From an optimization exercise on the open Yosys and OpenROAD flow, aimed at small area, a short achievable clock period and few clock cycles; shortcuts taken in it are not production practice. Function was checked by simulation only, so behaviour that the tests miss may differ from the original. Power is estimated from default activity; no workload was simulated.

`flow/run.sh`:
```
#!/bin/bash
# synth_recipe.tcl (not shown) runs the flow's synth.tcl, then flattens the netlist and writes it again
# the make line also repeats each setting of config.mk as NAME=value (left out here)
make -C /OpenROAD-flow-scripts/flow DESIGN_CONFIG=/design/flow/config.mk WORK_HOME=/design/flow/orfs CLKGATE_MAP_FILE= SYNTH_SCRIPT=/design/flow/synth_recipe.tcl finish
```
`flow/config.mk`:
```
export PLATFORM = sky130hd
export DESIGN_NAME = disk_controller_top
export DESIGN_NICKNAME = disk_controller_top
export VERILOG_FILES = /design/flow/design.v
export SDC_FILE = /design/flow/constraint.sdc
export NUM_CORES = 8
export LEC_CHECK = 0
export CAP_MARGIN = 20
export CORE_MARGIN = 2
export CORE_UTILIZATION = 50
export CTS_BUF_LIST = sky130_fd_sc_hd__clkbuf_16
export CTS_CLUSTER_DIAMETER = 60
export CTS_CLUSTER_SIZE = 30
export SETUP_SLACK_MARGIN = 5
export SLEW_MARGIN = 20
export SYNTH_HIERARCHICAL = 1
export SYNTH_MEMORY_MAX_BITS = 8192
export SYNTH_MINIMUM_KEEP_SIZE = 0
```
`flow/constraint.sdc`:
```
create_clock -name core_clock -period 12.0 [get_ports {clk}]
set_input_delay 2.4000 -clock core_clock [delete_from_list [all_inputs] [get_ports {clk}]]
set_output_delay 2.4000 -clock core_clock [all_outputs]
set_load 0.01 [all_outputs]
```
`flow/design.v`:
```
module dc_translator (
    input             clk,
    input             start,
    input      [7:0]  heads,
    input      [7:0]  spt,
    input      [15:0] cyl,
    input      [3:0]  head,
    input      [7:0]  sector,
    output reg        valid,
    output reg [31:0] lba
);
    reg [31:0] p;
    reg        p_done;
    reg [4:0]  step;
    reg [23:0] ch;
    wire [2:0] bsel = 3'd7 - step[2:0];
    wire       hbit = heads[bsel];
    wire [2:0] ssel = 3'd0 - step[2:0];      
    wire       sbit = spt[ssel];
    wire [23:0] ch_sh  = (step[3] ? ch : {ch[22:0], 1'b0});
    wire [23:0] ch_add = step[3] ? {20'd0, head} : (hbit ? {8'd0, cyl} : 24'd0);
    always @(posedge clk) begin
        if (start) begin
            step  <= 5'd0;
            ch    <= 24'd0;
            p      <= 32'd0;
            p_done <= 1'b0;
            valid  <= 1'b0;
        end else if (!p_done) begin
            step <= step + 5'd1;
            if (step == 5'd16)
                p_done <= 1'b1;
            if (step <= 5'd8)
                ch <= ch_sh + ch_add;
            else
                p  <= {p[30:0], 1'b0} + (sbit ? {8'd0, ch} : 32'd0);
        end else begin
            valid <= 1'b1;
        end
        lba <= p + {24'd0, sector};
    end
endmodule
module dc_sector_buffer #(
    parameter S  = 16,           
    parameter TW = 5             
) (
    input           clk,
    input           ins_en,      
    input  [TW-1:0] ins_tap,
    input  [7:0]    ins_data,
    input  [TW-1:0] rd_sel,
    output [7:0]    rd_data      
);
    localparam T = 512 / S;
    reg  [4095:0] ring;
    wire [4095:0] ring_d;
    genvar i;
    generate
        for (i = 0; i < 512; i = i + 1) begin : g_pos
            if ((i % S) == S - 1) begin : g_tap
                wire hit = ins_en && (ins_tap == ((i + 1) / S) % T);
                assign ring_d[8*i +: 8] = hit ? ins_data : ring[8*((i + 1) % 512) +: 8];
            end else begin : g_sh
                assign ring_d[8*i +: 8] = ring[8*(i + 1) +: 8];
            end
        end
    endgenerate
    always @(posedge clk)
        ring <= ring_d;
    wire [7:0] taps [0:T-1];
    generate
        for (i = 0; i < T; i = i + 1) begin : g_rd
            assign taps[i] = ring[8*(S*i + 1) +: 8];
        end
    endgenerate
    assign rd_data = taps[rd_sel];
endmodule
module disk_controller_top (
    input             clk,
    input             rst_n,
    input             req,
    input             we,
    input      [2:0]  addr,
    input      [7:0]  wdata,
    output            ready,
    output     [7:0]  rdata,
    output reg        drq,
    output            attn,
    input      [1:0]  geom_present,
    input      [15:0] geom_heads,
    input      [15:0] geom_spt,
    input      [31:0] geom_bps,
    output            st_req,
    output            st_we,
    output            st_drive,
    output     [31:0] st_lba,
    output     [8:0]  st_idx,
    output     [7:0]  st_wdata,
    input             st_ack,
    input      [7:0]  st_rdata
);
    localparam S  = 16;           
    localparam TW = 5;            
    localparam SD = 16;           
    localparam SW = 4;            
    localparam A_DATA = 3'd0, A_HSEL = 3'd1, A_SSTAT = 3'd2, A_STAT = 3'd3, A_ATTN = 3'd4;
    localparam S_IDLE = 3'd0,     
               S_RDXL = 3'd1,     
               S_LOAD = 3'd2,     
               S_WR   = 3'd3,     
               S_CMD  = 3'd4;     
    reg [2:0] state, state_n;
    reg       idle_q;              
    reg       rdy_w0, rdy_r0;      
    reg       ok_q;                
    reg [8:0] pos_n;
    reg [9:0] off_n;
    reg       hz_n, cif_w_n;
    reg       cmd_q;               
    reg       xlw_q;               
    reg       ld_last_q;           
    reg       wr_last_q;           
    reg [8:0] spos_n;
    reg [9:0] ntx_n, nb_n;
    reg [1:0]  present;
    reg [7:0]  heads0, heads1, spt0, spt1;
    reg [1:0]  bps_ok;
    reg [15:0] cyl0, cyl1;
    reg        sel_drive;
    reg [3:0]  sel_head;
    reg        st_ready, st_rnf, seek_done, select_done;
    reg [15:0] cyl_latch;
    reg        cif_w;         
    reg        cif_f;         
    reg        cmd_rl;        
    reg [9:0]  off;           
    reg        hz;            
    reg [7:0]  hdr0, hdr1, hdr2, hdr3, hdr4;
    reg [8:0]  pb0;           
    reg [8:0]  pos;           
    reg [8:0]  dq_pos;        
    reg [7:0]  data_q;        
    reg [8:0]  spos;          
    reg [9:0]  ntx;           
    reg [9:0]  nb;            
    reg [7:0]    sb [0:SD-1];
    reg [SW-1:0] sb_rp, sb_wp;
    reg [SW:0]   sb_cnt, sb_cnt_n;
    wire [7:0]   sb_head = sb[sb_rp];
    wire [15:0] sel_cyl = sel_drive ? cyl1 : cyl0;
    wire [7:0]  sel_heads = sel_drive ? heads1 : heads0;
    wire [7:0]  sel_spt = sel_drive ? spt1 : spt0;
    wire        xl_valid;
    wire [31:0] xl_lba;
    wire        chg_a;
    dc_translator u_xlate (
        .clk     (clk),
        .start   (!rst_n || chg_a),
        .heads   (sel_heads),
        .spt     (sel_spt),
        .cyl     (sel_cyl),
        .head    (sel_head),
        .sector  (hdr0),
        .valid   (xl_valid),
        .lba     (xl_lba)
    );
    wire        xl_ok  = present[sel_drive] && bps_ok[sel_drive] &&
                         ({4'd0, sel_head} <= sel_heads) && (hdr0 <= sel_spt);
    wire           idle = idle_q;
    wire           pos_al = (pos[3:0] == 4'd0);
    wire           rd_ok  = (pos == dq_pos);
    wire           acc_data = req && (addr == A_DATA);
    wire           last_w   = (off == 10'd516) && cif_w;    
    wire           h_ins    = idle && acc_data && we && !hz && pos_al;
    wire           ld_ins   = (state == S_LOAD) && (sb_cnt != 0) && (spos[3:0] == 4'd0);
    wire           wr_fetch = (state == S_WR) && !nb[9] && (spos[3:0] == 4'd1) && !sb_cnt[SW];
    wire           ins_en   = h_ins || ld_ins;
    wire [TW-1:0]  ins_tap  = idle ? pos[8:4] : spos[8:4];
    wire [7:0]     ins_data = idle ? wdata : sb_head;
    wire [TW-1:0]  rd_sel   = idle ? pos[8:4] : spos[8:4];
    wire [7:0]     ring_rd;
    dc_sector_buffer #(.S(S), .TW(TW)) u_buf (
        .clk      (clk),
        .ins_en   (ins_en),
        .ins_tap  (ins_tap),
        .ins_data (ins_data),
        .rd_sel   (rd_sel),
        .rd_data  (ring_rd)
    );
    wire is_rdcmd = (wdata[7:4] == 4'h0) && (wdata[2:0] == 3'b001);    
    wire h_first_wr = h_ins && last_w;                                  
    reg [7:0] hdr_byte;
    always @(*) begin
        case (off[2:0])
            3'd0:    hdr_byte = hdr0;
            3'd1:    hdr_byte = hdr1;
            3'd2:    hdr_byte = hdr2;
            3'd3:    hdr_byte = hdr3;
            default: hdr_byte = hdr4;
        endcase
    end
    wire [7:0] data_byte = hz ? hdr_byte : data_q;
    wire st_go = xl_valid && ok_q;
    assign st_req   = ((state == S_RDXL) && st_go) ||
                      ((state == S_LOAD) && !ntx[9] && !sb_cnt[SW]) ||
                      ((state == S_WR) && st_go && (sb_cnt != 0) && !ntx[9]);
    assign st_we    = (state == S_WR);
    assign st_drive = sel_drive;
    assign st_lba   = xl_lba;
    assign st_idx   = ntx[8:0];
    assign st_wdata = sb_head;
    wire   st_xfer  = st_req && st_ack;
    wire ld_done = ld_ins && (nb == 10'd511);
    wire wr_done = (state == S_WR) && st_xfer && (ntx == 10'd511);
    wire xl_fail = ((state == S_RDXL) || (state == S_WR)) && xl_valid && !ok_q;
    dc_bus u_bus (
        .req       (req),
        .we        (we),
        .addr      (addr),
        .st_ack    (st_ack),
        .idle      (idle_q),
        .rdy_w0    (rdy_w0),
        .rdy_r0    (rdy_r0),
        .busy_rdy  (cmd_q || ld_last_q || (xlw_q && xl_valid && !ok_q)),
        .ack_rdy   (wr_last_q && xl_valid && ok_q),
        .data_byte (data_byte),
        .sseek     ({seek_done, select_done}),
        .stat      ({st_ready, st_rnf}),
        .ready     (ready),
        .rdata     (rdata),
        .attn      (attn)
    );
    wire fire = idle && req && ready;       
    wire [9:0] off_inc = (off == 10'd516) ? 10'd0 : off + 10'd1;
    wire [8:0] pb0_dec = pb0 - 9'd1;
    assign chg_a = (fire && we && (addr == A_HSEL)) ||
                   ((state == S_CMD) && (wdata == 8'h10 || wdata == 8'h80));
    reg        sb_push, sb_pop, sb_clr;
    reg [7:0]  sb_in;
    always @(*) begin
        sb_push = 1'b0;
        sb_pop  = 1'b0;
        sb_clr  = 1'b0;
        sb_in   = ring_rd;
        case (state)
            S_IDLE: begin
                if (h_first_wr) begin
                    sb_clr  = 1'b1;
                    sb_push = 1'b1;
                end
                if (req && we && addr == A_STAT && is_rdcmd)
                    sb_clr = 1'b1;
            end
            S_LOAD, S_RDXL: begin
                sb_push = st_xfer;
                sb_in   = st_rdata;
                sb_pop  = ld_ins;
            end
            S_WR: begin
                sb_push = wr_fetch;
                sb_pop  = st_xfer;
            end
        endcase
    end
    always @(posedge clk) begin
        if (sb_push)
            sb[sb_clr ? {SW{1'b0}} : sb_wp] <= sb_in;
    end
    always @(posedge clk) begin
        data_q <= ring_rd;
        dq_pos <= {rd_sel, 4'd0};
        if (!rst_n) begin
            state_n = S_IDLE;
            drq         <= 1'b0;
            present     <= geom_present;
            heads0      <= geom_heads[7:0];
            heads1      <= geom_heads[15:8];
            spt0        <= geom_spt[7:0];
            spt1        <= geom_spt[15:8];
            bps_ok[0]   <= (geom_bps[15:0] == 16'd512);
            bps_ok[1]   <= (geom_bps[31:16] == 16'd512);
            cyl0        <= 16'd0;
            cyl1        <= 16'd0;
            sel_drive   <= 1'b0;
            sel_head    <= 4'd0;
            st_ready    <= 1'b0;
            st_rnf      <= 1'b0;
            seek_done   <= 1'b0;
            select_done <= 1'b0;
            cyl_latch   <= 16'd0;
            cif_w_n = 1'b0;
            cif_f       <= 1'b0;
            cmd_rl      <= 1'b0;
            off_n = 10'd0;
            hz_n = 1'b1;
            pb0         <= 9'd0;
            pos_n = 9'd0;
            spos_n = 9'd0;
            ntx_n = 10'd0;
            nb_n = 10'd0;
            sb_rp       <= {SW{1'b0}};
            sb_wp       <= {SW{1'b0}};
            sb_cnt_n = {(SW+1){1'b0}};
        end else begin
            pb0  <= pb0_dec;
            pos_n = pos - 9'd1;
            spos_n = spos - 9'd1;
            ntx_n  = ntx;
            nb_n   = nb;
            off_n   = off;
            hz_n    = hz;
            cif_w_n = cif_w;
            state_n = state;
            if (sb_clr) begin
                sb_rp  <= {SW{1'b0}};
                sb_wp  <= sb_push ? {{(SW-1){1'b0}}, 1'b1} : {SW{1'b0}};
                sb_cnt_n = sb_push ? {{SW{1'b0}}, 1'b1} : {(SW+1){1'b0}};
            end else begin
                if (sb_push) sb_wp <= sb_wp + 1'b1;
                if (sb_pop)  sb_rp <= sb_rp + 1'b1;
                sb_cnt_n = sb_cnt + {{SW{1'b0}}, sb_push} - {{SW{1'b0}}, sb_pop};
            end
            case (state)
                S_IDLE: begin
                    if (req && acc_data && ready) begin
                        off_n = off_inc;
                        hz_n = (off == 10'd516) || (off < 10'd4);
                        if (!hz)
                            pos_n = pos;                      
                        if (we && hz) begin
                            case (off[2:0])
                                3'd0: hdr0 <= wdata;
                                3'd1: hdr1 <= wdata;
                                3'd2: hdr2 <= wdata;
                                3'd3: hdr3 <= wdata;
                                default: hdr4 <= wdata;
                            endcase
                        end
                        if (off_inc == 10'd0)
                            drq <= 1'b0;
                        if (we && off_inc == 10'd5 && cif_f)
                            drq <= 1'b0;
                    end else if (h_first_wr) begin
                        off_n = 10'd0;
                        hz_n = 1'b1;
                        pos_n = pos;
                        state_n = S_WR;
                        spos_n = pos + 9'd1;
                        ntx_n = 10'd0;
                        nb_n = 10'd1;
                    end else if (req && we && addr == A_STAT && is_rdcmd) begin
                        cif_w_n = 1'b0;
                        cif_f  <= 1'b0;
                        cmd_rl <= wdata[3];
                        ntx_n = 10'd0;
                        nb_n = 10'd0;
                        state_n = S_RDXL;
                    end else if (req && we && addr == A_STAT) begin
                        state_n = S_CMD;
                    end else if (fire && we) begin
                        case (addr)
                            A_HSEL: begin
                                st_ready <= 1'b0;
                                if (wdata[7:4] == 4'h1 || wdata[7:4] == 4'h2) begin
                                    sel_drive <= wdata[5];
                                    if (present[wdata[5]]) begin
                                        sel_head <= wdata[3:0];
                                        if ({4'd0, wdata[3:0]} <= (wdata[5] ? heads1 : heads0))
                                            st_ready <= 1'b1;
                                    end
                                end
                            end
                            A_SSTAT: cyl_latch <= {wdata, cyl_latch[15:8]};
                            default: ;
                        endcase
                    end
                end
                S_CMD: begin
                    state_n = S_IDLE;
                    case (wdata)
                        8'h02: begin
                            cif_w_n = 1'b1;
                            cif_f <= 1'b0;
                            off_n = 10'd5;
                            hz_n = 1'b0;
                            pos_n = pb0_dec;
                            drq   <= 1'b1;
                        end
                        8'h04: begin
                            cif_w_n = 1'b1;
                            cif_f <= 1'b1;
                            drq   <= 1'b1;
                        end
                        8'h10: begin
                            if (sel_drive) cyl1 <= cyl_latch;
                            else           cyl0 <= cyl_latch;
                            seek_done <= 1'b1;
                            off_n = 10'd0;
                            hz_n = 1'b1;
                            pos_n = pb0_dec;
                        end
                        8'h20: select_done <= 1'b1;
                        8'h80: begin
                            drq         <= 1'b0;
                            present     <= geom_present;
                            heads0      <= geom_heads[7:0];
                            heads1      <= geom_heads[15:8];
                            spt0        <= geom_spt[7:0];
                            spt1        <= geom_spt[15:8];
                            bps_ok[0]   <= (geom_bps[15:0] == 16'd512);
                            bps_ok[1]   <= (geom_bps[31:16] == 16'd512);
                            cyl0        <= 16'd0;
                            cyl1        <= 16'd0;
                            sel_drive   <= 1'b0;
                            sel_head    <= 4'd0;
                            st_ready    <= 1'b0;
                            st_rnf      <= 1'b0;
                            seek_done   <= 1'b0;
                            select_done <= 1'b0;
                            cyl_latch   <= 16'd0;
                            cif_w_n = 1'b0;
                            cif_f       <= 1'b0;
                            off_n = 10'd0;
                            hz_n = 1'b1;
                            pos_n = pb0_dec;
                        end
                        default: ;
                    endcase
                end
                S_RDXL: begin
                    if (xl_fail) begin
                        st_rnf <= 1'b1;
                        state_n = S_IDLE;
                    end else if (st_go) begin
                        state_n = S_LOAD;
                        spos_n = 9'd0;
                        pb0   <= 9'd0;
                        if (st_xfer) ntx_n = ntx + 10'd1;
                    end
                end
                S_LOAD: begin
                    if (st_xfer) ntx_n = ntx + 10'd1;
                    if (ld_ins) begin
                        spos_n = spos;
                        nb_n = nb + 10'd1;
                    end
                    if (ld_done) begin
                        state_n = S_IDLE;
                        drq   <= 1'b1;
                        pos_n = pb0_dec;
                        if (cmd_rl) begin
                            off_n = 10'd0;
                            hz_n = 1'b1;
                            hdr0 <= sel_cyl[7:0];
                            hdr1 <= {sel_head, 1'b0, sel_cyl[10:8]};
                            hdr2 <= 8'd0;
                            hdr3 <= 8'd0;
                            hdr4 <= 8'd0;
                        end else begin
                            off_n = 10'd5;
                            hz_n = 1'b0;
                        end
                    end
                end
                S_WR: begin
                    if (wr_fetch) begin
                        spos_n = spos;
                        nb_n = nb + 10'd1;
                    end
                    if (st_xfer) ntx_n = ntx + 10'd1;
                    if (xl_fail || wr_done) begin
                        if (xl_fail) st_rnf <= 1'b1;
                        cif_w_n = 1'b0;
                        cif_f <= 1'b0;
                        drq   <= 1'b0;
                        state_n = S_IDLE;
                    end
                end
            endcase
        end
        pos     <= pos_n;
        spos    <= spos_n;
        ntx     <= ntx_n;
        nb      <= nb_n;
        sb_cnt  <= sb_cnt_n;
        cmd_q     <= (state_n == S_CMD);
        xlw_q     <= (state_n == S_RDXL) || (state_n == S_WR);
        ld_last_q <= (state_n == S_LOAD) && (nb_n == 10'd511) && (spos_n[3:0] == 4'd0) && (sb_cnt_n != 0);
        wr_last_q <= (state_n == S_WR) && (ntx_n == 10'd511) && (sb_cnt_n != 0);
        off     <= off_n;
        hz      <= hz_n;
        cif_w   <= cif_w_n;
        state   <= state_n;
        rdy_w0  <= (state_n == S_IDLE) && (hz_n || ((pos_n[3:0] == 4'd0) && !((off_n == 10'd516) && cif_w_n)));
        rdy_r0  <= (state_n == S_IDLE) && (hz_n || (pos_n == {rd_sel, 4'd0}));
        idle_q  <= (state_n == S_IDLE);
        ok_q    <= xl_ok;
    end
endmodule
module dc_bus (
    input        req,
    input        we,
    input  [2:0] addr,
    input        st_ack,
    input        idle,
    input        rdy_w0,
    input        rdy_r0,
    input        busy_rdy,
    input        ack_rdy,
    input  [7:0] data_byte,
    input  [1:0] sseek,
    input  [1:0] stat,
    output       ready,
    output [7:0] rdata,
    output       attn
);
    wire a0 = (addr == 3'd0);
    wire cw = (addr == 3'd3) && we;
    assign ready = idle ? (a0 ? (we ? rdy_w0 : rdy_r0) : !cw)
                        : (busy_rdy || (ack_rdy && st_ack));
    assign rdata = !addr[1] ? data_byte :
                   addr[0]  ? {stat, 6'd0} : {6'd0, sseek};
    assign attn  = idle && req && we && (addr == 3'd4);
endmodule
```
==> flow_metrics.env, run 1 <==
export IMPL_drt_vias_per_instance=4.854
export IMPL_hpwl_um=146300
export IMPL_synth_seq_cells=4550
export IMPL_power_share_sequential_pct=62.8
export IMPL_critPathLaunch="addr[0]"
export IMPL_power_switching_uw=5538
export IMPL_max_freq_ghz=0.1460
export IMPL_core_rowCount=173
export IMPL_routed_wl_um=218700
export IMPL_syn_nets=7392
export IMPL_finalMaxSlewViolations=0
export IMPL_layout_min_cycle_time_ps=6851
export IMPL_p_comb_share_pct=4.1
export IMPL_r2r_start="state[1]$_DFF_P_"
export IMPL_fillerInstances=17700
export IMPL_endpoint_kind="output pin"
export IMPL_fp_dieH_um=477.1
export IMPL_port_buffers=152
export IMPL_tightest_slew_ps=1084
export IMPL_syn_area_per_cell_sq_um=15.52
export IMPL_clkTransAtPathRegs_ps=100
export IMPL_clockRootBuffer="clkbuf_16"
export IMPL_final_cell_mix="dfxtp_1, mux2_2, nand2_1"
export IMPL_synth_flop_cell="dfxtp_1"
export IMPL_outcome="no timing/DRC/antenna violations"
export IMPL_peakVddDrop_uv=160.7
export IMPL_finalHoldViolCount=0
export IMPL_synth_top_area_cell="dfxtp_1"
export IMPL_hp_class="reg2reg"
export IMPL_rrSetupSlack_ps=6410
export IMPL_core_sq_um=222300
export IMPL_start_util_pct=50.34
export IMPL_final_common_cell="dfxtp_1"
export IMPL_io_pins=153
export IMPL_synth_top_area_share_pct=77.75
export IMPL_vias=50840
export IMPL_maxSlewHeadroom_pct=27.75
export IMPL_internal_power_uw=18960
export IMPL_crit_required_ps=9600
export IMPL_drc=0
export IMPL_grt_pass1_wl_um=319200
export IMPL_synth_top_cells_by_area="dfxtp_1, edfxtp_1, mux2_2, nand2_1, ha_1"
export IMPL_clock_latency_ps=880
export IMPL_power_frac_clock_pct=33.1
export IMPL_h_tree_depth=4
export IMPL_yosys_warnings=9
export IMPL_drive_above_1_share_pct=10.94
export IMPL_rsz0062_at_grt="no"
export IMPL_gp_congestion=0.9104
export IMPL_grt_pass1_vias=48840
export IMPL_synth_enable_flop_cells=204
export IMPL_p_sw_share_pct=22.61
export IMPL_start_kind="primary input"
export IMPL_cap_violations=0
export IMPL_area_growth_pct=10.02
export IMPL_ant_nets=0
export IMPL_cts_max_path_buffers=3
export IMPL_netlist_instances=7211
export IMPL_numClockSinks=4550
export IMPL_p_per_area_nw_per_um2=199.0
export IMPL_dr_pass1_iters=6
export IMPL_cts_tree="yes"
export IMPL_setup_viol=0
export IMPL_crit_end="ready"
export IMPL_drtIter0Drc=3818
export IMPL_die_width_um=477.1
export IMPL_critPathMaxFanout=11
export IMPL_gr_usage_all_layers_pct=18.87
export IMPL_grt_overflow_total=0
export IMPL_synth_cell_type_count=124
export IMPL_dieArea_sq_um=227600
export IMPL_power_leakage_uw=0.04766
export IMPL_ff2ff_path_depth=20
export IMPL_power_total_uw=24500
export IMPL_setup_tns_ps=0
export IMPL_async_reset_ff_share_pct=0
export IMPL_crit_arrival_ps=4450
export IMPL_nets=7581
export IMPL_cts_buffers=200
export IMPL_wl_per_cell_um=20.88
export IMPL_synth_seq_area_share_pct=83.22
export IMPL_ctsHoldBuffers=0
export IMPL_antenna_found_initial=27
export IMPL_timing_rr_end="ld_last_q$_DFF_P_"
export IMPL_critPathKind="in2out"
export IMPL_cts_setup_buffers=0
export IMPL_grt_max_degree=84
export IMPL_min_period_over_period_pct=57.09
export IMPL_clock_skew_final_ps=56.85
export IMPL_synth_cell_area_sq_um=111900
## Yosys cell counts, types with 10 or more instances
library cell  instances
a22oi_1              29
dfxtp_1            4346
nand2b_1             27
a221oi_1             18
nand4_1              42
or3_1                10
edfxtp_1            204
xnor2_1              51
mux4_2               44
nand3_1             125
o21ai_0             100
nor4_1               21
and3_1               31
ha_1                 87
a22o_1               33
or4_1                11
a21oi_1             208
buf_1                14
a32oi_1              28
xor2_1               44
nand2_1             294
o21a_1               14
and2_1               45
o31ai_1              10
nor3_1               42
nor2b_1              59
o21ai_1              13
a211oi_1             24
mux2i_1              47
nor3b_1              12
buf_2                28
o211ai_1             15
nor2_1              229
a21o_1               31
inv_1                81
and4_1               13
mux2_2              333
o22ai_1              13
a31oi_1              37
buf_4                14
clkbuf_1            143
or2_2                16
## state kept, by name, indices dropped and copies added (netlist names), 9 cells and up, named ones only
signal	count
cyl0	16
u_xlate.lba	32
ntx	10
nb	10
cyl1	16
spos	9
u_xlate.p	32
pb0	9
sb	128
off	10
cyl_latch	16
u_buf.ring	4096
pos	9
u_xlate.ch	24
## timing repair
item | in CTS | in global routing
endpoints found under the setup margin | 0 | 1
endpoints found under the hold margin | 0 | 0
gates resized for setup | 0 | 1
## Yosys stat by module, one instance, submodules excluded, a selection
module               flip-flops and latches  area [sq um]  times used
disk_controller_top                     359         17220           1
dc_translator                            95          6696           1
dc_bus                                    0         146.4           1
## final cells by class
| type | count | area [sq um] | share of cell area [%] |
|---|---|---|---|
| clock inverters | 94 | 1509 | 1.226 |
| diodes | 7 | 17.52 | 0.01423 |
| inverters | 83 | 311.5 | 0.2530 |
| multi-input cells | 2364 | 17510 | 14.22 |
| flip-flops and latches | 4550 | 93130 | 75.64 |
| clock buffers | 201 | 5030 | 4.085 |
| well taps | 2975 | 3722 | 3.023 |
| repair buffers | 201 | 1887 | 1.532 |
## metrics by stage
step           instances  worst slack [ps]  hold WS, ps  util [%]  area, sq um
2_1_floorplan       7211              6179        309.6         -       111900
3_3_place_gp       10170              4738        309.6     52.43       116600
3_5_place_dp       10170              4746        312.1     52.43       116600
4_1_cts            10470              5065        295.0     55.37       123100
5_1_grt            10470              5052        291.0     55.38       123100
6_report           10480              5149        297.4     55.39       123100
## how the worst min path moves through the flow
stage	from	to	cells after the start
after floorplan	u_buf.ring[1008]$_DFF_P_	u_buf.ring[1000]$_DFF_P_	0
after global placement	u_buf.ring[1338]$_DFF_P_	u_buf.ring[1330]$_DFF_P_	0
after detailed placement	u_buf.ring[1151]$_DFF_P_	u_buf.ring[1143]$_DFF_P_	0
after CTS	u_buf.ring[1262]$_DFF_P_	u_buf.ring[1254]$_DFF_P_	0
after global routing	u_buf.ring[3365]$_DFF_P_	u_buf.ring[3357]$_DFF_P_	0
final	u_buf.ring[1262]$_DFF_P_	u_buf.ring[1254]$_DFF_P_	0
## critical path: stages
cell and delay (ps):
clkdlybuf4s50_1 790, a211oi_1 100, a31o_1 230, a21oi_2 310
clkdlybuf4s50_1 620
## logic make-up (layout without fill, tap and decap cells)
logic type | after synthesis | count (layout) | share of synthesized area (%)
adder cells (fa/ha/maj) | 91 | 91 | 1.044
flip-flops | 4550 | 4550 | 83.22
AND/OR/NAND/NOR | 1047 | 1047 | 4.773
XOR/XNOR | 95 | 95 | 0.7435
other | 0 | 7 | 0
AO/OA/AOI/OAI | 698 | 698 | 4.259
multiplexers | 433 | 433 | 4.774
buffers and inverters | 297 | 579 | 1.186
## metal layers
layer  GRT usage (%)  routed length (um)
met1           26.66              103600
met2           29.55               97470
met3           2.882               10030
met4           6.732                7582
met5               0                  13
## power by group through the flow
stage	Sequential, uW	Clock, uW	Combinational (uW)
final	15400	8110	996
after global routing	15400	8860	1040
after CTS	15400	8330	980
after detailed placement	15700	0	977
after global placement	15700	0	967
after floorplan	15700	0	516
Testbench counts, summed over its fixed seeds: cycles 134,519.
==> run 2, diff against run 1 <==
==> flow/flow/run.sh (new file) <==
#!/bin/bash
# The standard layout, with a larger setup margin for timing repair (the
# clock and constraints are unchanged) and the smallest buffer on the ports.
set -euo pipefail
bash standard.sh SETUP_SLACK_MARGIN=7 "BUFFER_PORTS_ARGS=-buffer_cell sky130_fd_sc_hd__buf_1" finish > make_finish.log 2>&1
==> flow/standard.sh (new file) <==
#!/bin/bash
# synth_recipe.tcl (not shown) runs the flow's synth.tcl, then flattens the netlist and writes it again
# the make line also repeats each setting of config.mk as NAME=value (left out here)
make -C /OpenROAD-flow-scripts/flow DESIGN_CONFIG=/design/flow/config.mk WORK_HOME=/design/flow/orfs CLKGATE_MAP_FILE= SYNTH_SCRIPT=/design/flow/synth_recipe.tcl "${@:-finish}"
--- a/flow/config.mk
+++ b/flow/config.mk
@@ -11,7 +11,6 @@
 export CTS_BUF_LIST = sky130_fd_sc_hd__clkbuf_16
 export CTS_CLUSTER_DIAMETER = 60
 export CTS_CLUSTER_SIZE = 30
-export SETUP_SLACK_MARGIN = 5
 export SLEW_MARGIN = 20
 export SYNTH_HIERARCHICAL = 1
 export SYNTH_MEMORY_MAX_BITS = 8192
removed: flow/run.sh
==> run 2 against run 1 <==
- final area hardly changed
- combinational power hardly changed
- setup slack gained 1400 ps
- critical path type unchanged
- non-clock buffer count rose by 31
- sequential share of layout area about the same
- sequential cell count unchanged
- count of clock-buffer cells in the layout fell by 2
- total power barely moved
- largest cell class unchanged
- largest power group unchanged
- sequential power is essentially flat
==> flow_metrics.env, run 2 <==
export IMPL_register_area_sq_um=93150
export IMPL_multiInputGateArea_sq_um=17840
export IMPL_critPathMaxFanout=6
export IMPL_outcome="no timing/DRC/antenna violations"
export IMPL_die_width_um=477.1
export IMPL_cts_max_path_buffers=3
export IMPL_antenna_found_initial=28
export IMPL_clockRootBuffer="clkbuf_16"
export IMPL_grt_pass1_wl_um=320700
export IMPL_synth_top_area_cell="dfxtp_1"
export IMPL_largest_reg_flops=4096
export IMPL_cts_tree="yes"
export IMPL_regMostFlops="u_buf.ring"
export IMPL_rsz0062_at_grt="yes"
export IMPL_h_tree_depth=4
export IMPL_yosysMostFrequentCell="dfxtp_1"
export IMPL_ant_nets=0
export IMPL_numClockSinks=4550
export IMPL_synth_cell_type_count=124
export IMPL_synth_enable_flop_cells=204
export IMPL_vias=51010
export IMPL_clkTransAtPathRegs_ps=100
export IMPL_dr_pass1_iters=5
export IMPL_max_freq_ghz=0.1821
export IMPL_drive_above_1_share_pct=12.31
export IMPL_gp_congestion=0.8997
export IMPL_top_regs="u_buf.ring (4096), sb (128)"
export IMPL_critPathKind="in2out"
export IMPL_netlist_instances=7211
export IMPL_clock_latency_ps=890
export IMPL_ys_top_cells_by_count="dfxtp_1, mux2_2, nand2_1"
export IMPL_drt_vias_per_instance=4.846
export IMPL_min_period_over_period_pct=45.76
export IMPL_start_util_pct=50.34
export IMPL_fin_area_sq_um=123100
export IMPL_fillerInstances=17740
export IMPL_power_switching_uw=5527
export IMPL_gr_usage_all_layers_pct=19.06
export IMPL_power_share_sequential_pct=62.9
export IMPL_peakVddDrop_uv=153.4
export IMPL_finalMaxSlewViolations=0
export IMPL_synth_top_area_share_pct=77.75
export IMPL_synth_cell_area_sq_um=111900
export IMPL_grt_max_degree=87
export IMPL_fp_dieH_um=477.1
export IMPL_p_sw_share_pct=22.58
export IMPL_clock_skew_final_ps=53.05
export IMPL_cap_violations=0
export IMPL_port_buffers=152
export IMPL_grt_overflow_total=0
export IMPL_async_reset_ff_share_pct=0
export IMPL_area_growth_pct=10.01
export IMPL_core_sq_um=222300
export IMPL_setup_tns_ps=0
export IMPL_endpoint_kind="output pin"
export IMPL_finalHoldViolCount=0
export IMPL_grt_pass1_vias=49250
export IMPL_crit_required_ps=9600
export IMPL_place_area_sq_um=115700
export IMPL_synth_seq_area_share_pct=83.22
export IMPL_power_frac_clock_pct=33.1
export IMPL_crit_arrival_ps=3090
export IMPL_drtIter0Drc=3914
export IMPL_core_rowCount=173
export IMPL_nets=7612
export IMPL_ctsHoldBuffers=0
export IMPL_drc=0
export IMPL_internal_power_uw=18960
export IMPL_tightest_slew_ps=1081
export IMPL_p_comb_share_pct=4.1
export IMPL_p_per_area_nw_per_um2=198.9
export IMPL_maxSlewHeadroom_pct=27.44
export IMPL_syn_nets=7392
export IMPL_hp_class="reg2reg"
export IMPL_power_leakage_uw=0.04772
export IMPL_power_total_uw=24480
export IMPL_synth_flop_cell="dfxtp_1"
export IMPL_hpwl_um=146700
export IMPL_wl_per_cell_um=21.03
export IMPL_syn_area_per_cell_sq_um=15.52
export IMPL_cts_buffers=199
export IMPL_io_pins=153
export IMPL_start_kind="primary input"
export IMPL_synth_seq_cells=4550
export IMPL_dieArea_sq_um=227600
export IMPL_synth_top_cells_by_area="dfxtp_1, edfxtp_1, mux2_2, nand2_1, ha_1"
export IMPL_routed_wl_um=221400
export IMPL_yosys_warnings=9
export IMPL_final_cell_mix="dfxtp_1, mux2_2, nand2_1"
export IMPL_setup_viol=0
export IMPL_layout_min_cycle_time_ps=5491
export IMPL_final_common_cell="dfxtp_1"
[run 2: cell counts after synthesis]
Identical to the previous run, type by type.
[run 2: per-module statistics from Yosys (local to each module, per instance), a selection]
module,times used,flops+latches
dc_translator,1,95
disk_controller_top,1,359
dc_bus,1,0
[run 2: area by class of cell]
cell class	instances	area share, %
multi-input cells	2365	14.49
well taps	2975	3.024
repair buffers	232	1.199
inverters	83	0.2531
diodes	16	0.03252
clock buffers	199	4.045
clock inverters	107	1.288
flip-flops and latches	4550	75.67
[run 2: power by group through the flow]
stage,Sequential (uW),Combinational (uW),Clock [uW]
final,15400,993,8090
after global routing,15400,1030,8870
after CTS,15400,969,8330
after detailed placement,15700,950,0
after global placement,15700,940,0
after floorplan,15700,520,0
[run 2: cells by family (layout without fill, tap and decap cells)]
logic type | Yosys count | after routing | share of synthesized area [%]
other | 0 | 16 | 0
AND/OR/NAND/NOR | 1047 | 1048 | 4.773
adder cells (fa/ha/maj) | 91 | 91 | 1.044
buffers and inverters | 297 | 621 | 1.186
XOR/XNOR | 95 | 95 | 0.7435
flip-flops | 4550 | 4550 | 83.22
multiplexers | 433 | 433 | 4.774
AO/OA/AOI/OAI | 698 | 698 | 4.259
[run 2: path summary, 6_finish.rpt]
path                             from  cells past startpoint                  endpoint  slack (ps)
max                           addr[1]                      5                     ready        6510
min          u_buf.ring[1752]$_DFF_P_                      0  u_buf.ring[1744]$_DFF_P_         300
max reg2reg            idle_q$_DFF_P_                     10        sb[9][7]$_DFFE_PP_        6990
min reg2reg  u_buf.ring[1752]$_DFF_P_                      0  u_buf.ring[1744]$_DFF_P_         300
[run 2: stage by stage]
stage | instances | worst slack, ps | util [%] | hold WS [ps]
2_1_floorplan | 7211 | 6324 | - | 309.6
5_1_grt | 10510 | 6465 | 55.36 | 303.6
3_3_place_gp | 10170 | 5250 | 52.06 | 309.5
4_1_cts | 10500 | 6486 | 55.27 | 291.4
3_5_place_dp | 10170 | 5269 | 52.06 | 312.1
6_report | 10530 | 6509 | 55.38 | 300.3
[run 2: timing repair]
action | 4_1_cts | 5_1_grt
buffers inserted | 24 | 7
setup endpoints to repair | 153 | 65
cloned | 4 | 1
pin swaps | 8 | 5
gates resized for setup | 80 | 31
[run 2: worst max-delay path, stage by stage]
cell,delay (ps)
clkbuf_16,130
a211oi_2,190
a31o_1,170
a21oi_4,70
buf_6,130
[run 2: per-layer routing]
layer,wire length (um),vias up,track usage (%)
li1,-,24550,-
met1,103600,24880,26.96
met2,98880,1245,29.87
met3,10840,336,2.955
met4,7970,2,6.611
met5,15,-,0
==> run 3, diff against run 2 <==
--- a/flow/design.v
+++ b/flow/design.v
@@ -1,6 +1,7 @@
 module dc_translator (
     input             clk,
     input             start,
+    input             resector,
     input      [7:0]  heads,
     input      [7:0]  spt,
     input      [15:0] cyl,
@@ -9,8 +10,6 @@
     output reg        valid,
     output reg [31:0] lba
 );
-    reg [31:0] p;
-    reg        p_done;
     reg [4:0]  step;
     reg [23:0] ch;
     wire [2:0] bsel = 3'd7 - step[2:0];
@@ -19,25 +18,28 @@
     wire       sbit = spt[ssel];
     wire [23:0] ch_sh  = (step[3] ? ch : {ch[22:0], 1'b0});
     wire [23:0] ch_add = step[3] ? {20'd0, head} : (hbit ? {8'd0, cyl} : 24'd0);
+    wire        last   = step[4] && step[0];   
+    wire [31:0] p_sh   = last ? lba : {lba[30:0], 1'b0};
+    wire [31:0] p_add  = last ? {24'd0, sector} : (sbit ? {8'd0, ch} : 32'd0);
     always @(posedge clk) begin
         if (start) begin
             step  <= 5'd0;
             ch    <= 24'd0;
-            p      <= 32'd0;
-            p_done <= 1'b0;
-            valid  <= 1'b0;
-        end else if (!p_done) begin
+            lba   <= 32'd0;
+            valid <= 1'b0;
+        end else if (resector && valid) begin
+            step  <= 5'd9;
+            lba   <= 32'd0;
+            valid <= 1'b0;
+        end else if (!valid) begin
             step <= step + 5'd1;
-            if (step == 5'd16)
-                p_done <= 1'b1;
             if (step <= 5'd8)
-                ch <= ch_sh + ch_add;
+                ch  <= ch_sh + ch_add;
             else
-                p  <= {p[30:0], 1'b0} + (sbit ? {8'd0, ch} : 32'd0);
-        end else begin
-            valid <= 1'b1;
+                lba <= p_sh + p_add;
+            if (last)
+                valid <= 1'b1;
         end
-        lba <= p + {24'd0, sector};
     end
 endmodule
 module dc_sector_buffer #(
@@ -101,8 +103,6 @@
 );
     localparam S  = 16;           
     localparam TW = 5;            
-    localparam SD = 16;           
-    localparam SW = 4;            
     localparam A_DATA = 3'd0, A_HSEL = 3'd1, A_SSTAT = 3'd2, A_STAT = 3'd3, A_ATTN = 3'd4;
     localparam S_IDLE = 3'd0,     
                S_RDXL = 3'd1,     
@@ -120,7 +120,6 @@
     reg       xlw_q;               
     reg       ld_last_q;           
     reg       wr_last_q;           
-    reg [8:0] spos_n;
     reg [9:0] ntx_n, nb_n;
     reg [1:0]  present;
     reg [7:0]  heads0, heads1, spt0, spt1;
@@ -138,24 +137,30 @@
     reg [7:0]  hdr0, hdr1, hdr2, hdr3, hdr4;
     reg [8:0]  pb0;           
     reg [8:0]  pos;           
-    reg [8:0]  dq_pos;        
     reg [7:0]  data_q;        
-    reg [8:0]  spos;          
     reg [9:0]  ntx;           
     reg [9:0]  nb;            
-    reg [7:0]    sb [0:SD-1];
-    reg [SW-1:0] sb_rp, sb_wp;
-    reg [SW:0]   sb_cnt, sb_cnt_n;
-    wire [7:0]   sb_head = sb[sb_rp];
+    reg  [7:0]  dl [1:15];
+    reg  [15:0] dv;           
+    reg  [3:0]  ld_d;         
+    integer     di;
+    always @(*) begin
+        ld_d = 4'd0;
+        for (di = 1; di < 16; di = di + 1)
+            if (dv[di]) ld_d = di[3:0];
+    end
+    wire [7:0] dl_at_ld = (ld_d == 4'd0) ? data_q : dl[ld_d];
+    wire [7:0] dl_at_ls = (pos[3:0] == 4'd0) ? data_q : dl[pos[3:0]];
     wire [15:0] sel_cyl = sel_drive ? cyl1 : cyl0;
     wire [7:0]  sel_heads = sel_drive ? heads1 : heads0;
     wire [7:0]  sel_spt = sel_drive ? spt1 : spt0;
     wire        xl_valid;
     wire [31:0] xl_lba;
-    wire        chg_a;
+    wire        chg_a, chg_s;
     dc_translator u_xlate (
         .clk     (clk),
         .start   (!rst_n || chg_a),
+        .resector(chg_s),
         .heads   (sel_heads),
         .spt     (sel_spt),
         .cyl     (sel_cyl),
@@ -168,16 +173,16 @@
                          ({4'd0, sel_head} <= sel_heads) && (hdr0 <= sel_spt);
     wire           idle = idle_q;
     wire           pos_al = (pos[3:0] == 4'd0);
-    wire           rd_ok  = (pos == dq_pos);
     wire           acc_data = req && (addr == A_DATA);
     wire           last_w   = (off == 10'd516) && cif_w;    
     wire           h_ins    = idle && acc_data && we && !hz && pos_al;
-    wire           ld_ins   = (state == S_LOAD) && (sb_cnt != 0) && (spos[3:0] == 4'd0);
-    wire           wr_fetch = (state == S_WR) && !nb[9] && (spos[3:0] == 4'd1) && !sb_cnt[SW];
+    wire           ld_ins   = (state == S_LOAD) && (dv != 16'd0) && (pos[3:0] == 4'd0);
     wire           ins_en   = h_ins || ld_ins;
-    wire [TW-1:0]  ins_tap  = idle ? pos[8:4] : spos[8:4];
-    wire [7:0]     ins_data = idle ? wdata : sb_head;
-    wire [TW-1:0]  rd_sel   = idle ? pos[8:4] : spos[8:4];
+    wire [TW-1:0]  ins_tap  = pos[8:4];
+    wire [7:0]     ins_data = idle ? wdata : dl_at_ld;
+    wire           s_wr     = (state == S_WR);
+    wire           sw_tap   = s_wr && (pos[3:0] == 4'd15) && !st_ack;    
+    wire [TW-1:0]  rd_sel   = sw_tap ? pos[8:4] - 1'b1 : pos[8:4];
     wire [7:0]     ring_rd;
     dc_sector_buffer #(.S(S), .TW(TW)) u_buf (
         .clk      (clk),
@@ -202,13 +207,13 @@
     wire [7:0] data_byte = hz ? hdr_byte : data_q;
     wire st_go = xl_valid && ok_q;
     assign st_req   = ((state == S_RDXL) && st_go) ||
-                      ((state == S_LOAD) && !ntx[9] && !sb_cnt[SW]) ||
-                      ((state == S_WR) && st_go && (sb_cnt != 0) && !ntx[9]);
+                      ((state == S_LOAD) && !ntx[9]) ||
+                      ((state == S_WR) && st_go && !ntx[9]);
     assign st_we    = (state == S_WR);
     assign st_drive = sel_drive;
     assign st_lba   = xl_lba;
     assign st_idx   = ntx[8:0];
-    assign st_wdata = sb_head;
+    assign st_wdata = dl_at_ls;
     wire   st_xfer  = st_req && st_ack;
     wire ld_done = ld_ins && (nb == 10'd511);
     wire wr_done = (state == S_WR) && st_xfer && (ntx == 10'd511);
@@ -233,42 +238,21 @@
     wire fire = idle && req && ready;       
     wire [9:0] off_inc = (off == 10'd516) ? 10'd0 : off + 10'd1;
     wire [8:0] pb0_dec = pb0 - 9'd1;
+    assign chg_s = (fire && acc_data && we && (off == 10'd0)) || (ld_done && cmd_rl);
     assign chg_a = (fire && we && (addr == A_HSEL)) ||
                    ((state == S_CMD) && (wdata == 8'h10 || wdata == 8'h80));
-    reg        sb_push, sb_pop, sb_clr;
-    reg [7:0]  sb_in;
-    always @(*) begin
-        sb_push = 1'b0;
-        sb_pop  = 1'b0;
-        sb_clr  = 1'b0;
-        sb_in   = ring_rd;
-        case (state)
-            S_IDLE: begin
-                if (h_first_wr) begin
-                    sb_clr  = 1'b1;
-                    sb_push = 1'b1;
-                end
-                if (req && we && addr == A_STAT && is_rdcmd)
-                    sb_clr = 1'b1;
-            end
-            S_LOAD, S_RDXL: begin
-                sb_push = st_xfer;
-                sb_in   = st_rdata;
-                sb_pop  = ld_ins;
-            end
-            S_WR: begin
-                sb_push = wr_fetch;
-                sb_pop  = st_xfer;
-            end
-        endcase
-    end
+    wire loading = ((state == S_RDXL) || (state == S_LOAD)) && !ntx[9];
+    wire [15:0] dv_n = ((state == S_RDXL) || (state == S_LOAD)) ? {dv[14:0] & ~(ld_ins ? (16'd1 << ld_d) : 16'd0), st_xfer}
+                               : 16'd0;
+    integer k;
     always @(posedge clk) begin
-        if (sb_push)
-            sb[sb_clr ? {SW{1'b0}} : sb_wp] <= sb_in;
+        dl[1] <= data_q;
+        for (k = 2; k < 16; k = k + 1)
+            dl[k] <= dl[k-1];
     end
     always @(posedge clk) begin
-        data_q <= ring_rd;
-        dq_pos <= {rd_sel, 4'd0};
+        data_q <= loading ? st_rdata : ring_rd;
+        dv     <= rst_n ? dv_n : 16'd0;
         if (!rst_n) begin
             state_n = S_IDLE;
             drq         <= 1'b0;
@@ -295,31 +279,17 @@
             hz_n = 1'b1;
             pb0         <= 9'd0;
             pos_n = 9'd0;
-            spos_n = 9'd0;
             ntx_n = 10'd0;
             nb_n = 10'd0;
-            sb_rp       <= {SW{1'b0}};
-            sb_wp       <= {SW{1'b0}};
-            sb_cnt_n = {(SW+1){1'b0}};
         end else begin
             pb0  <= pb0_dec;
             pos_n = pos - 9'd1;
-            spos_n = spos - 9'd1;
             ntx_n  = ntx;
             nb_n   = nb;
             off_n   = off;
             hz_n    = hz;
             cif_w_n = cif_w;
             state_n = state;
-            if (sb_clr) begin
-                sb_rp  <= {SW{1'b0}};
-                sb_wp  <= sb_push ? {{(SW-1){1'b0}}, 1'b1} : {SW{1'b0}};
-                sb_cnt_n = sb_push ? {{SW{1'b0}}, 1'b1} : {(SW+1){1'b0}};
-            end else begin
-                if (sb_push) sb_wp <= sb_wp + 1'b1;
-                if (sb_pop)  sb_rp <= sb_rp + 1'b1;
-                sb_cnt_n = sb_cnt + {{SW{1'b0}}, sb_push} - {{SW{1'b0}}, sb_pop};
-            end
             case (state)
                 S_IDLE: begin
                     if (req && acc_data && ready) begin
@@ -343,11 +313,9 @@
                     end else if (h_first_wr) begin
                         off_n = 10'd0;
                         hz_n = 1'b1;
-                        pos_n = pos;
+                        pos_n = pos;             
                         state_n = S_WR;
-                        spos_n = pos + 9'd1;
                         ntx_n = 10'd0;
-                        nb_n = 10'd1;
                     end else if (req && we && addr == A_STAT && is_rdcmd) begin
                         cif_w_n = 1'b0;
                         cif_f  <= 1'b0;
@@ -433,7 +401,7 @@
                         state_n = S_IDLE;
                     end else if (st_go) begin
                         state_n = S_LOAD;
-                        spos_n = 9'd0;
+                        pos_n = 9'd0;
                         pb0   <= 9'd0;
                         if (st_xfer) ntx_n = ntx + 10'd1;
                     end
@@ -441,7 +409,7 @@
                 S_LOAD: begin
                     if (st_xfer) ntx_n = ntx + 10'd1;
                     if (ld_ins) begin
-                        spos_n = spos;
+                        pos_n = pos;
                         nb_n = nb + 10'd1;
                     end
                     if (ld_done) begin
@@ -463,30 +431,31 @@
                     end
                 end
                 S_WR: begin
-                    if (wr_fetch) begin
-                        spos_n = spos;
-                        nb_n = nb + 10'd1;
-                    end
+                    if (sw_tap)
+                        pos_n = {pos[8:4] - 1'b1, 4'd0};
+                    else if (!st_xfer)
+                        pos_n = pos + 9'd1;
+                    else
+                        pos_n = pos;
                     if (st_xfer) ntx_n = ntx + 10'd1;
                     if (xl_fail || wr_done) begin
                         if (xl_fail) st_rnf <= 1'b1;
                         cif_w_n = 1'b0;
                         cif_f <= 1'b0;
                         drq   <= 1'b0;
+                        pos_n = pb0_dec;
                         state_n = S_IDLE;
                     end
                 end
             endcase
         end
         pos     <= pos_n;
-        spos    <= spos_n;
         ntx     <= ntx_n;
         nb      <= nb_n;
-        sb_cnt  <= sb_cnt_n;
         cmd_q     <= (state_n == S_CMD);
         xlw_q     <= (state_n == S_RDXL) || (state_n == S_WR);
-        ld_last_q <= (state_n == S_LOAD) && (nb_n == 10'd511) && (spos_n[3:0] == 4'd0) && (sb_cnt_n != 0);
-        wr_last_q <= (state_n == S_WR) && (ntx_n == 10'd511) && (sb_cnt_n != 0);
+        ld_last_q <= (state_n == S_LOAD) && (nb_n == 10'd511) && (pos_n[3:0] == 4'd0) && (dv_n != 16'd0);
+        wr_last_q <= (state_n == S_WR) && (ntx_n == 10'd511);
         off     <= off_n;
         hz      <= hz_n;
         cif_w   <= cif_w_n;
==> flow/flow/run.sh (replaced) <==
#!/bin/bash
# Own layout flow: the standard flow (standard.sh) with
#  - the standard synthesis, whose combinational cells are then re-mapped for
#    area by Yosys/ABC (remap.sh); every register stays as synthesized, and
#    the cells in the combinational cones of the outputs are kept;
#  - a larger setup margin for timing repair (the clock period and the
#    constraints are unchanged);
#  - the smallest buffer on the ports, and no dummy loads in clock tree
#    synthesis.
# Each tool's full output goes to a log file in this folder.
set -euo pipefail
F=$(cd "$(dirname "$0")" && pwd)
ARGS=(SETUP_SLACK_MARGIN=6.5
      "BUFFER_PORTS_ARGS=-buffer_cell sky130_fd_sc_hd__buf_1"
      "CTS_ARGS=-sink_clustering_enable -repair_clock_nets -dont_use_dummy_load -sink_clustering_size 30 -sink_clustering_max_diameter 60 -buf_list sky130_fd_sc_hd__clkbuf_16")
bash standard.sh "${ARGS[@]}" synth > make_synth.log 2>&1
R=orfs/results/sky130hd/disk_controller_top/base
cp $R/1_2_yosys.v standard_synth.v
bash $F/remap.sh standard_synth.v remapped.v > remap.log 2>&1
cp remapped.v $R/1_2_yosys.v
rm -f $R/1_synth.odb $R/1_synth.sdc
bash standard.sh "${ARGS[@]}" finish > make_finish.log 2>&1
==> flow/flow/remap.sh (new file) <==
#!/bin/bash
# usage: remap.sh IN.v OUT.v
# Re-maps the combinational cells of a flat sky130hd netlist with Yosys/ABC
# for area. Registers are kept as they are (same instances, names, cells).
# The cells in the combinational cones of the outputs (the paths that end
# at an output port, which set the period) are kept as well.
set -euo pipefail
IN=$1; OUT=$2
F=$(cd "$(dirname "$0")" && pwd)
P=${FLOW_HOME:-/OpenROAD-flow-scripts/flow}/platforms/${FLOW_PLATFORM:-sky130hd}
LIB=$P/lib/sky130_fd_sc_hd__tt_025C_1v80.lib
python3 $F/splitlib.py $LIB remap_comb.lib remap_seq.lib
DU=$(sed -n '/DONT_USE_CELLS/,/^$/p' $P/config.mk | grep -o "sky130_fd_sc_hd__[a-z0-9_]*" | sed 's/^/-dont_use /' | tr '\n' ' ')
SEQ=$(grep -o "sky130_fd_sc_hd__[a-z0-9_]*" $IN | sort -u | grep -E "__(df|edf|sdf|dl)" | sed 's/^/:-/' | tr -d '\n')
cat > remap.ys <<EOY
read_liberty -lib remap_seq.lib
read_liberty -ignore_miss_func remap_comb.lib
read_verilog $IN
hierarchy -top disk_controller_top
select -set cone o:* %ci*$SEQ
setattr -set keep_hierarchy 1 @cone
flatten
opt_clean
abc -liberty $LIB $DU
opt_clean -purge
tee -o remap_stat.txt stat -liberty $LIB
select disk_controller_top
write_verilog -noattr -selected $OUT
EOY
yosys -s remap.ys
==> flow/flow/splitlib.py (new file) <==
import re,sys
src=open(sys.argv[1]).read()
# split into header and cell groups
i=src.index('cell (')
head=src[:i]
cells=[]; pos=i
while True:
    j=src.find('cell (',pos)
    if j<0: break
    # find matching brace
    k=src.index('{',j); depth=1; m=k+1
    while depth:
        c=src[m]
        if c=='{': depth+=1
        elif c=='}': depth-=1
        m+=1
    cells.append(src[j:m]); pos=m
tail='\n}\n'
comb=[c for c in cells if not re.search(r'\n\s*(ff|latch|statetable)\s*\(',c)]
seq=[c for c in cells if re.search(r'\n\s*(ff|latch|statetable)\s*\(',c)]
open(sys.argv[2],'w').write(head+'\n'.join(comb)+tail)
open(sys.argv[3],'w').write(head+'\n'.join(seq)+tail)
print(len(comb),len(seq))
==> run 3 against run 2 <==
- still clean
- critical path depth is 1 lower
- core utilization hardly changed
- hold slack worse by 52 ps
- clock power is 12% lower
- register-to-register slack worse by 300 ps
==> flow_metrics.env, run 3 <==
export IMPL_area_growth_pct=10.03
export IMPL_cap_violations=0
export IMPL_dieArea_sq_um=217400
export IMPL_rsz0062_at_grt="yes"
export IMPL_yosys_warnings=18
export IMPL_clkTransAtPathRegs_ps=100
export IMPL_gr_usage_all_layers_pct=22.51
export IMPL_maxSlewHeadroom_pct=26.39
export IMPL_path_cells="buf_2 > a211oi_2 > a21oi_4 > buf_6"
export IMPL_finalMaxSlewViolations=0
export IMPL_layout_min_cycle_time_ps=5587
export IMPL_netlist_instances=7393
export IMPL_clockRootBuffer="clkbuf_16"
export IMPL_top_regs="u_buf.ring (4096), dl (120), u_xlate.lba (32)"
export IMPL_regMostFlops="u_buf.ring"
export IMPL_endpoint_kind="output pin"
export IMPL_setup_tns_ps=0
export IMPL_hpwl_um=172900
export IMPL_routed_wl_um=249500
export IMPL_drive_above_1_share_pct=6.015
export IMPL_grt_overflow_total=0
export IMPL_min_period_over_period_pct=46.56
export IMPL_largest_reg_flops=4096
export IMPL_antenna_found_initial=25
export IMPL_drc=0
export IMPL_critPathSlowestCell="a211oi_2"
export IMPL_h_tree_depth=4
export IMPL_die_width_um=466.2
export IMPL_hp_class="reg2reg"
export IMPL_cts_buffers=198
export IMPL_crit_required_ps=9600
export IMPL_peakVddDrop_uv=154.9
export IMPL_p_per_area_nw_per_um2=212.5
export IMPL_crit_arrival_ps=3190
export IMPL_clock_skew_final_ps=123.4
export IMPL_cts_tree="yes"
export IMPL_vias=53900
export IMPL_synth_cell_area_sq_um=106800
export IMPL_final_common_cell="dfxtp_1"
export IMPL_cts_max_path_buffers=3
export IMPL_grt_pass1_vias=51010
export IMPL_max_freq_ghz=0.1790
export IMPL_drtIter0Drc=4218
export IMPL_outcome="no timing/DRC/antenna violations"
export IMPL_clock_latency_ps=890
export IMPL_final_cell_mix="dfxtp_1, nor2_1, nand2_1"
export IMPL_port_buffers=152
export IMPL_fp_dieH_um=466.2
export IMPL_utilization_pct=55.37
export IMPL_setup_viol=0
export IMPL_syn_nets=7492
export IMPL_syn_area_per_cell_sq_um=14.45
export IMPL_dr_pass1_iters=7
export IMPL_core_rowCount=169
export IMPL_gp_congestion=0.9220
export IMPL_tightest_slew_ps=1093
export IMPL_grt_max_degree=78
export IMPL_critPathMaxFanout=6
export IMPL_io_pins=153
export IMPL_numClockSinks=4499
export IMPL_slowest_delay_ps=410
export IMPL_nets=7931
export IMPL_core_sq_um=212300
export IMPL_ant_nets=0
export IMPL_power_leakage_uw=0.04450
export IMPL_critPathKind="in2out"
export IMPL_rrSetupSlack_ps=6690
export IMPL_drt_vias_per_instance=5.054
export IMPL_finalHoldViolCount=0
export IMPL_wl_per_cell_um=23.39
export IMPL_start_util_pct=50.32
export IMPL_start_kind="primary input"
export IMPL_grt_pass1_wl_um=353700
run 3: cell count changes in the layout (fill, tap and decap cells not counted), sizes merged, moves of 128 or more:
cell    delta
o21ai    +230
a21oi    +129
nand2    +178
edfxtp   -128
nor2     +276
mux2     -330
run 3: layout make-up:
class	instances	area (sq um)
antenna	14	35.03
clock buffer	198	4955
fill	17430	94750
inverter	40	150.1
multi-input combinational	2810	16320
sequential	4499	90860
tap	2821	3530
timing repair buffer	283	1695
run 3: final timing paths:
| path | endpoint | start | cells past startpoint |
|---|---|---|---|
| hold / removal | u_buf.ring[830]$_DFF_P_ | u_buf.ring[838]$_DFF_P_ | 0 |
| setup / recovery | ready | st_ack | 4 |
| hold reg to reg | u_buf.ring[830]$_DFF_P_ | u_buf.ring[838]$_DFF_P_ | 0 |
| setup reg to reg | u_xlate.lba[29]$_SDFFE_PP0P_ | u_xlate.step[2]$_SDFFE_PP0N_ | 18 |
run 3: timing repair:
action,in CTS,in global routing
pin swaps,3,14
hold buffers,0,0
setup endpoints to repair,57,44
setup buffers,7,14
gates resized for setup,76,65
gates cloned,0,3
run 3: power by group:
group          total [uW]  switching [uW]  internal (uW)
sequential          15500             281          15200
combinational        2390            1730            660
clock                7090            4140           2940
run 3: worst max-delay path, delay by kind of cell:
| family | cells | cell delay (ps) |
|---|---|---|
| compound gates | 2 | 480 |
| buf+inv | 2 | 310 |
run 3: layer usage:
metal / vias to the layer above / share of wire (%) / track usage [%]
li1: 25740 / - / -
met1: 26310 / 46 / 31.36
met2: 1495 / 46 / 36.82
met3: 357 / 4.8 / 3.015
met4: 2 / 3.1 / 6.517
met5: - / 0.0048 / 0
run 3: per-stage QoR:
step                      instances  power, uW  hold slack (ps)  instance area (sq um)  worst slack (ps)
after floorplan                7393      16820            309.6                 106900              6387
after global placement        10430      18080            309.5                 111800              4560
after detailed placement      10430      18070            312.1                 111800              4776
after CTS                     10630      25050            252.6                 117100              6443
after global routing          10660      25840            249.4                 117500              6406
final                         10670      24980            248.7                 117500              6413
Testbench counts of run 3, summed over its fixed seeds: cycles 134,519.
==> run 4, diff against run 3 <==
--- a/flow/design.v
+++ b/flow/design.v
@@ -108,7 +108,8 @@
                S_RDXL = 3'd1,     
                S_LOAD = 3'd2,     
                S_WR   = 3'd3,     
-               S_CMD  = 3'd4;     
+               S_CMD  = 3'd4,     
+               S_WDONE = 3'd5;    
     reg [2:0] state, state_n;
     reg       idle_q;              
     reg       rdy_w0, rdy_r0;      
@@ -119,7 +120,6 @@
     reg       cmd_q;               
     reg       xlw_q;               
     reg       ld_last_q;           
-    reg       wr_last_q;           
     reg [9:0] ntx_n, nb_n;
     reg [1:0]  present;
     reg [7:0]  heads0, heads1, spt0, spt1;
@@ -218,16 +218,16 @@
     wire ld_done = ld_ins && (nb == 10'd511);
     wire wr_done = (state == S_WR) && st_xfer && (ntx == 10'd511);
     wire xl_fail = ((state == S_RDXL) || (state == S_WR)) && xl_valid && !ok_q;
+    wire busy_rdy = cmd_q || ld_last_q || (xlw_q && xl_valid && !ok_q);
     dc_bus u_bus (
         .req       (req),
         .we        (we),
         .addr      (addr),
-        .st_ack    (st_ack),
         .idle      (idle_q),
-        .rdy_w0    (rdy_w0),
-        .rdy_r0    (rdy_r0),
-        .busy_rdy  (cmd_q || ld_last_q || (xlw_q && xl_valid && !ok_q)),
-        .ack_rdy   (wr_last_q && xl_valid && ok_q),
+        .f_w0      (idle_q ? rdy_w0 : busy_rdy),
+        .f_r0      (idle_q ? rdy_r0 : busy_rdy),
+        .f_cmd     (!idle_q && busy_rdy),
+        .f_oth     (idle_q || busy_rdy),
         .data_byte (data_byte),
         .sseek     ({seek_done, select_done}),
         .stat      ({st_ready, st_rnf}),
@@ -438,24 +438,32 @@
                     else
                         pos_n = pos;
                     if (st_xfer) ntx_n = ntx + 10'd1;
-                    if (xl_fail || wr_done) begin
-                        if (xl_fail) st_rnf <= 1'b1;
+                    if (xl_fail) begin
+                        st_rnf <= 1'b1;
                         cif_w_n = 1'b0;
                         cif_f <= 1'b0;
                         drq   <= 1'b0;
                         pos_n = pb0_dec;
                         state_n = S_IDLE;
+                    end else if (wr_done) begin
+                        pos_n = pb0_dec;
+                        state_n = S_WDONE;
                     end
                 end
+                S_WDONE: begin
+                    cif_w_n = 1'b0;
+                    cif_f <= 1'b0;
+                    drq   <= 1'b0;
+                    state_n = S_IDLE;
+                end
             endcase
         end
         pos     <= pos_n;
         ntx     <= ntx_n;
         nb      <= nb_n;
-        cmd_q     <= (state_n == S_CMD);
+        cmd_q     <= (state_n == S_CMD) || (state_n == S_WDONE);
         xlw_q     <= (state_n == S_RDXL) || (state_n == S_WR);
         ld_last_q <= (state_n == S_LOAD) && (nb_n == 10'd511) && (pos_n[3:0] == 4'd0) && (dv_n != 16'd0);
-        wr_last_q <= (state_n == S_WR) && (ntx_n == 10'd511);
         off     <= off_n;
         hz      <= hz_n;
         cif_w   <= cif_w_n;
@@ -470,12 +478,11 @@
     input        req,
     input        we,
     input  [2:0] addr,
-    input        st_ack,
     input        idle,
-    input        rdy_w0,
-    input        rdy_r0,
-    input        busy_rdy,
-    input        ack_rdy,
+    input        f_w0,        
+    input        f_r0,        
+    input        f_cmd,       
+    input        f_oth,       
     input  [7:0] data_byte,
     input  [1:0] sseek,
     input  [1:0] stat,
@@ -485,8 +492,7 @@
 );
     wire a0 = (addr == 3'd0);
     wire cw = (addr == 3'd3) && we;
-    assign ready = idle ? (a0 ? (we ? rdy_w0 : rdy_r0) : !cw)
-                        : (busy_rdy || (ack_rdy && st_ack));
+    assign ready = a0 ? (we ? f_w0 : f_r0) : (cw ? f_cmd : f_oth);
     assign rdata = !addr[1] ? data_byte :
                    addr[0]  ? {stat, 6'd0} : {6'd0, sseek};
     assign attn  = idle && req && we && (addr == 3'd4);
--- a/flow/flow/run.sh
+++ b/flow/flow/run.sh
@@ -12,7 +12,7 @@
 F=$(cd "$(dirname "$0")" && pwd)
 ARGS=(SETUP_SLACK_MARGIN=6.5
       "BUFFER_PORTS_ARGS=-buffer_cell sky130_fd_sc_hd__buf_1"
-      "CTS_ARGS=-sink_clustering_enable -repair_clock_nets -dont_use_dummy_load -sink_clustering_size 30 -sink_clustering_max_diameter 60 -buf_list sky130_fd_sc_hd__clkbuf_16")
+      "CTS_ARGS=-sink_clustering_enable -repair_clock_nets -dont_use_dummy_load -sink_clustering_size 30 -sink_clustering_max_diameter 80 -buf_list sky130_fd_sc_hd__clkbuf_16")
 bash standard.sh "${ARGS[@]}" synth > make_synth.log 2>&1
 R=orfs/results/sky130hd/disk_controller_top/base
 cp $R/1_2_yosys.v standard_synth.v
--- a/flow/config.mk
+++ b/flow/config.mk
@@ -9,7 +9,7 @@
 export CORE_MARGIN = 2
 export CORE_UTILIZATION = 50
 export CTS_BUF_LIST = sky130_fd_sc_hd__clkbuf_16
-export CTS_CLUSTER_DIAMETER = 60
+export CTS_CLUSTER_DIAMETER = 80
 export CTS_CLUSTER_SIZE = 30
 export SLEW_MARGIN = 20
 export SYNTH_HIERARCHICAL = 1
==> run 4 against run 3 <==
- clock skew fell by 6.7 ps
- core utilization fell by 0.28 points
- routed wire length fell by 6.5%
- largest power group unchanged
- register-to-register slack got worse by 120 ps
- largest cell class unchanged
==> flow_metrics.env, run 4 <==
export IMPL_routed_wl_um=233200
export IMPL_dp_slack_ps=4851
export IMPL_slowest_delay_ps=200
export IMPL_place_area_sq_um=111400
export IMPL_p_per_area_nw_per_um2=199.8
export IMPL_fillerInstances=17300
export IMPL_start_util_pct=50.27
export IMPL_synth_cell_area_sq_um=106600
export IMPL_dieArea_sq_um=216900
export IMPL_tightest_slew_ps=1215
export IMPL_critPathMaxFanout=8
export IMPL_max_freq_ghz=0.1807
export IMPL_syn_area_per_cell_sq_um=14.48
export IMPL_die_width_um=465.8
export IMPL_core_sq_um=212100
export IMPL_antenna_found_initial=23
export IMPL_drc=0
export IMPL_port_buffers=152
export IMPL_rsz0062_at_grt="yes"
export IMPL_final_cell_mix="dfxtp_1, nand2_1, nor2_1"
export IMPL_vias=52710
export IMPL_ant_nets=0
export IMPL_drt_vias_per_instance=4.969
export IMPL_hpwl_um=161100
export IMPL_peakVddDrop_uv=149.6
export IMPL_netlist_instances=7360
export IMPL_min_period_over_period_pct=46.11
export IMPL_regMostFlops="u_buf.ring"
export IMPL_dp_cells=10380
export IMPL_finalHoldViolCount=0
export IMPL_critPathKind="in2out"
export IMPL_finalMaxSlewViolations=0
export IMPL_syn_nets=7459
export IMPL_drtIter0Drc=4375
export IMPL_fin_cells=10610
export IMPL_h_tree_depth=4
export IMPL_gr_usage_all_layers_pct=21.12
export IMPL_clock_latency_ps=880
export IMPL_endpoint_kind="output pin"
export IMPL_cts_buffers=180
export IMPL_clock_skew_final_ps=116.7
export IMPL_crit_required_ps=9600
export IMPL_grt_pass1_wl_um=335200
export IMPL_final_common_cell="dfxtp_1"
export IMPL_rrSetupSlack_ps=6570
export IMPL_numClockSinks=4498
export IMPL_core_rowCount=169
export IMPL_layout_min_cycle_time_ps=5534
export IMPL_cts_tree="yes"
export IMPL_hp_class="reg2reg"
export IMPL_cts_max_path_buffers=3
export IMPL_power_total_uw=23350
export IMPL_grt_overflow_total=0
export IMPL_outcome="no timing/DRC/antenna violations"
export IMPL_yosys_warnings=18
export IMPL_wl_per_cell_um=21.99
export IMPL_largest_reg_flops=4096
export IMPL_critPathSlowestCell="and4bb_1"
export IMPL_gp_congestion=0.9156
export IMPL_grt_pass1_vias=49970
export IMPL_timing_final_ws_setup_ps=6466
export IMPL_nets=7875
export IMPL_top_regs="u_buf.ring (4096), dl (120), u_xlate.lba (32)"
export IMPL_drive_above_1_share_pct=5.698
export IMPL_cap_violations=0
export IMPL_grt_max_degree=51
export IMPL_fin_area_sq_um=116800
export IMPL_dr_pass1_iters=28
export IMPL_power_leakage_uw=0.04438
export IMPL_setup_tns_ps=0
export IMPL_clockRootBuffer="clkbuf_16"
export IMPL_area_growth_pct=9.594
export IMPL_maxSlewHeadroom_pct=18.12
export IMPL_start_kind="primary input"
export IMPL_fp_dieH_um=465.8
export IMPL_setup_viol=0
export IMPL_ctsHoldBuffers=0
export IMPL_path_cells="buf_12 > and4bb_1 > o21ai_2 > o211a_1 > buf_6"
export IMPL_io_pins=153
export IMPL_crit_arrival_ps=3130
export IMPL_clkTransAtPathRegs_ps=100
[run 4: repair_timing]
action                     4_1_cts  5_1_grt
pin swaps                       11       16
cloned                           1        1
buffers inserted                18       14
setup endpoints to repair       49       43
resized for setup               87       65
[run 4: final cells by class]
type	instances	area, sq um	share of cell area [%]
multi-input combinational	2771	16050	13.74
tap	2821	3530	3.021
antenna	12	30.03	0.02570
clock buffer	180	4504	3.855
sequential	4498	90830	77.74
timing repair buffer	281	1718	1.470
inverter	44	168.9	0.1446
[run 4: layer usage]
| layer | global-route usage (%) | wire length (um) | vias up |
|---|---|---|---|
| met3 | 2.713 | 10590 | 345 |
| met2 | 33.78 | 105400 | 1382 |
| met5 | 0 | 0 | - |
| met4 | 6.444 | 7101 | 0 |
| li1 | - | - | 25470 |
| met1 | 30.02 | 110200 | 25510 |
[run 4: per-stage QoR]
step,hold WS (ps),util (%)
2_1_floorplan,309.6,-
3_3_place_gp,309.6,52.54
3_5_place_dp,312.1,52.54
4_1_cts,223.6,54.90
5_1_grt,230.9,55.08
6_report,225.4,55.09
[run 4: worst paths after layout]
path	start	end	cells after the start
worst max-delay path	addr[0]	ready	5
worst min-delay path	u_buf.ring[3697]$_DFF_P_	u_buf.ring[3689]$_DFF_P_	0
worst max register to register	dv[2]$_SDFF_PN0_	u_buf.ring[3708]$_DFF_P_	17
worst min register to register	u_buf.ring[3697]$_DFF_P_	u_buf.ring[3689]$_DFF_P_	0
[run 4: where the power goes]
group          total [uW]  switching [uW]  internal (uW)
Combinational        1170             815            360
Clock                6770            4070           2690
Sequential          15400             231          15200
Total               23300            5120          18200
[run 4: critical path, delay by kind of cell]
| kind | cells | cell delay, ps |
|---|---|---|
| compound gates | 2 | 310 |
| buf+inv | 2 | 220 |
| simple gates | 1 | 200 |
Testbench counts of run 4, summed over its fixed seeds: cycles 134,554.

Setup slack of run 4, layout unchanged: 6.466 ns with ideal ports, 6.416 ns with driving cells assumed (clock clkbuf_16, inputs buf_2), 5.702 ns with port delays also shifted by the 0.904 ns mid clock arrival.
